Background: an optimization exercise with open tools, aiming at small area, a short achievable clock period and few clock cycles per item. Do not read the settings as production practice. Only simulation tests tie the RTL to the original design; equivalence was not proved. Power and IR drop assume default switching activity.

== main ==
// hdu_plane_dec
module hdu_plane_dec (
    input  wire        clk,
    input  wire        rst,           
    input  wire        tab_we,
    input  wire [4:0]  tab_addr,      
    input  wire [4:0]  tab_len,
    input  wire [15:0] tab_code,
    input  wire        start,
    input  wire [15:0] cfg_cols,
    input  wire [15:0] cfg_rows,
    input  wire [23:0] cfg_psize,     
    input  wire [15:0] cfg_seed,
    input  wire        in_valid,
    input  wire [7:0]  in_data,
    output wire        in_ready,
    output wire        out_valid,
    output wire [15:0] out_sample,
    input  wire        out_ready,
    output reg         done,
    output reg  [3:0]  err_cause,
    output reg  [2:0]  err_sub,
    output reg  [26:0] pos
);
Size in the first run: ~4800 cells after synthesis, ~690 flip-flops, about 170 I/O pins.
==> flow/config.mk <==
export PLATFORM = sky130hd
export DESIGN_NAME = hdu_plane_dec
export DESIGN_NICKNAME = hdu_plane_dec
export VERILOG_FILES = /design/flow/design.v
export SDC_FILE = /design/flow/constraint.sdc
export NUM_CORES = 4
export LEC_CHECK = 0
export CAP_MARGIN = 20
export CORE_MARGIN = 2
export CORE_UTILIZATION = 40
export CTS_BUF_LIST = sky130_fd_sc_hd__clkbuf_4
export CTS_CLUSTER_SIZE = 20
export SETUP_SLACK_MARGIN = 5
export SLEW_MARGIN = 20
==> flow/constraint.sdc <==
create_clock -name core_clock -period 11.0 [get_ports {clk}]
set_input_delay 2.2000 -clock core_clock [delete_from_list [all_inputs] [get_ports {clk}]]
set_output_delay 2.2000 -clock core_clock [all_outputs]
set_load 0.01 [all_outputs]
run.sh (not shown) runs the stock make flow with config.mk's settings and CLKGATE_MAP_FILE= SYNTH_SCRIPT=/design/flow/synth_recipe.tcl, a recipe that flattens the netlist after the stock synthesis.
Testbench counts of main, summed over its fixed seeds: cycles 18,543, samples 16,047.
#### Input delta (the feature branch over main)
Settings: removing CTS_CLUSTER_SIZE (formerly 20); removing CTS_BUF_LIST (formerly sky130_fd_sc_hd__clkbuf_4).
==> run summary <==
As of the feature branch, total clock buffers created by CTS had fallen by more than half compared to main.
The average wire length per cell after detail routing of the feature branch is higher than that of main.
The feature branch reports a higher sequential share of layout area than main does.
The feature branch ended up with sky130_fd_sc_hd__or4_1 as its slowest library cell on the worst path; main ended up with sky130_fd_sc_hd__dfxtp_4.
The feature branch reports a lower non-clock buffer count than main does.
Per the comparison of the feature branch with main, power density over the cells went up by 2.4%; worst hold-check slack flat.


hdu_plane_dec, a different RTL version from the one above (not shown whole).
Size in the first run: about 170 I/O pins, about 47000 µm² of cells after synthesis.
==> flow/config.mk <==
export PLATFORM = sky130hd
export DESIGN_NAME = hdu_plane_dec
export DESIGN_NICKNAME = hdu_plane_dec
export VERILOG_FILES = /design/flow/design.v
export SDC_FILE = /design/flow/constraint.sdc
export NUM_CORES = 4
export LEC_CHECK = 0
export CAP_MARGIN = 20
export CORE_MARGIN = 2
export CORE_UTILIZATION = 40
export SETUP_SLACK_MARGIN = 5
export SLEW_MARGIN = 20
==> flow/constraint.sdc <==
create_clock -name core_clock -period 11.0 [get_ports {clk}]
set_input_delay 2.2000 -clock core_clock [delete_from_list [all_inputs] [get_ports {clk}]]
set_output_delay 2.2000 -clock core_clock [all_outputs]
set_load 0.01 [all_outputs]
standard.sh (not shown) runs the stock make flow with config.mk's settings and CLKGATE_MAP_FILE= SYNTH_SCRIPT=/design/flow/synth_recipe.tcl, a recipe that flattens the netlist after the stock synthesis.
==> flow/flow/run.sh <==
#!/bin/bash
# The standard layout (the standard.sh: unchanged synthesis, floorplan,
# placement, CTS and routing). Only the cell that buffers each input and
# output port is chosen explicitly: a plain buf_1 instead of the delay cell.
set -euo pipefail
bash standard.sh "BUFFER_PORTS_ARGS=-buffer_cell sky130_fd_sc_hd__buf_1" finish > flow_make.log 2>&1
test -f out/final.def
The starting point finished with timing, DRC and antenna clean.
Testbench counts at the start, summed over its fixed seeds: cycles 18,543, samples 16,047.
Edit:
==> flow/run.sh (new file) <==
#!/bin/bash
# synth_recipe.tcl (not shown) runs the flow's synth.tcl, then flattens the netlist and writes it again
# the make line also repeats each setting of config.mk as NAME=value (left out here)
make -C /OpenROAD-flow-scripts/flow DESIGN_CONFIG=/design/flow/config.mk WORK_HOME=/design/flow/orfs CLKGATE_MAP_FILE= SYNTH_SCRIPT=/design/flow/synth_recipe.tcl finish
Settings changed: CORE_UTILIZATION 40 to 50, PLACE_DENSITY set to 0.75.
removed: flow/flow/run.sh
removed: flow/standard.sh
Result: The changed run produced a clean layout. Count of clock-buffer cells in the layout came out lower by 11. Cell area increases by 1.1%. Final cell count drops by 3.7%. Worst setup slack gains 0.063 ns. Area after synthesis is unchanged. Via count grows by 1.9%. Die area decreases by about 20%. Power stays flat. Global-route usage rises by 11 points.
Edit:
Settings changed: CORE_UTILIZATION 50 to 40, PLACE_DENSITY 0.75 to unset.
- cell count is higher by about 3.3%
- count of clock-buffer cells in the layout rises by 6
- sequential share of layout area barely changes

==> static timing again, ports no longer ideal <==
In the flow no input, the clock included, has a driving cell. The finished layouts below were timed again as built, in two steps.
Step 1 (the two cells are an assumption about what drives the block):
set clk [get_ports {clk}]
set_driving_cell -lib_cell sky130_fd_sc_hd__clkbuf_16 $clk
set_driving_cell -lib_cell sky130_fd_sc_hd__buf_2 [delete_from_list [all_inputs] $clk]
Step 2 also shifts input and output timing later by t, the mid clock arrival at the registers, as if the neighbouring blocks saw the same clock.
Three values: ideal ports, drivers, drivers and shift; two values: the first two.
run | t, ns | slack for setup (ns) | worst slew at a driven data input, ns
main | 1.236 | 4.687 / 4.687 / 4.597 | 0.14
the feature branch | 0.761 | 4.736 / 4.736 / 4.400 | 0.12
the first run of note 2 | 0.738 | 4.907 / 4.907 / 4.600 | 0.20
the second run of note 2 | 0.736 | 4.970 / 4.970 / 4.695 | 0.11
the third run of note 2 | 0.756 | 4.996 / 4.996 / 4.412 | 0.19
After both steps setup and hold are still met in every run listed. The setup slack of the third run of note 2, which loses most, moves by 0.000 ns with the drivers and by -0.584 ns with both steps.
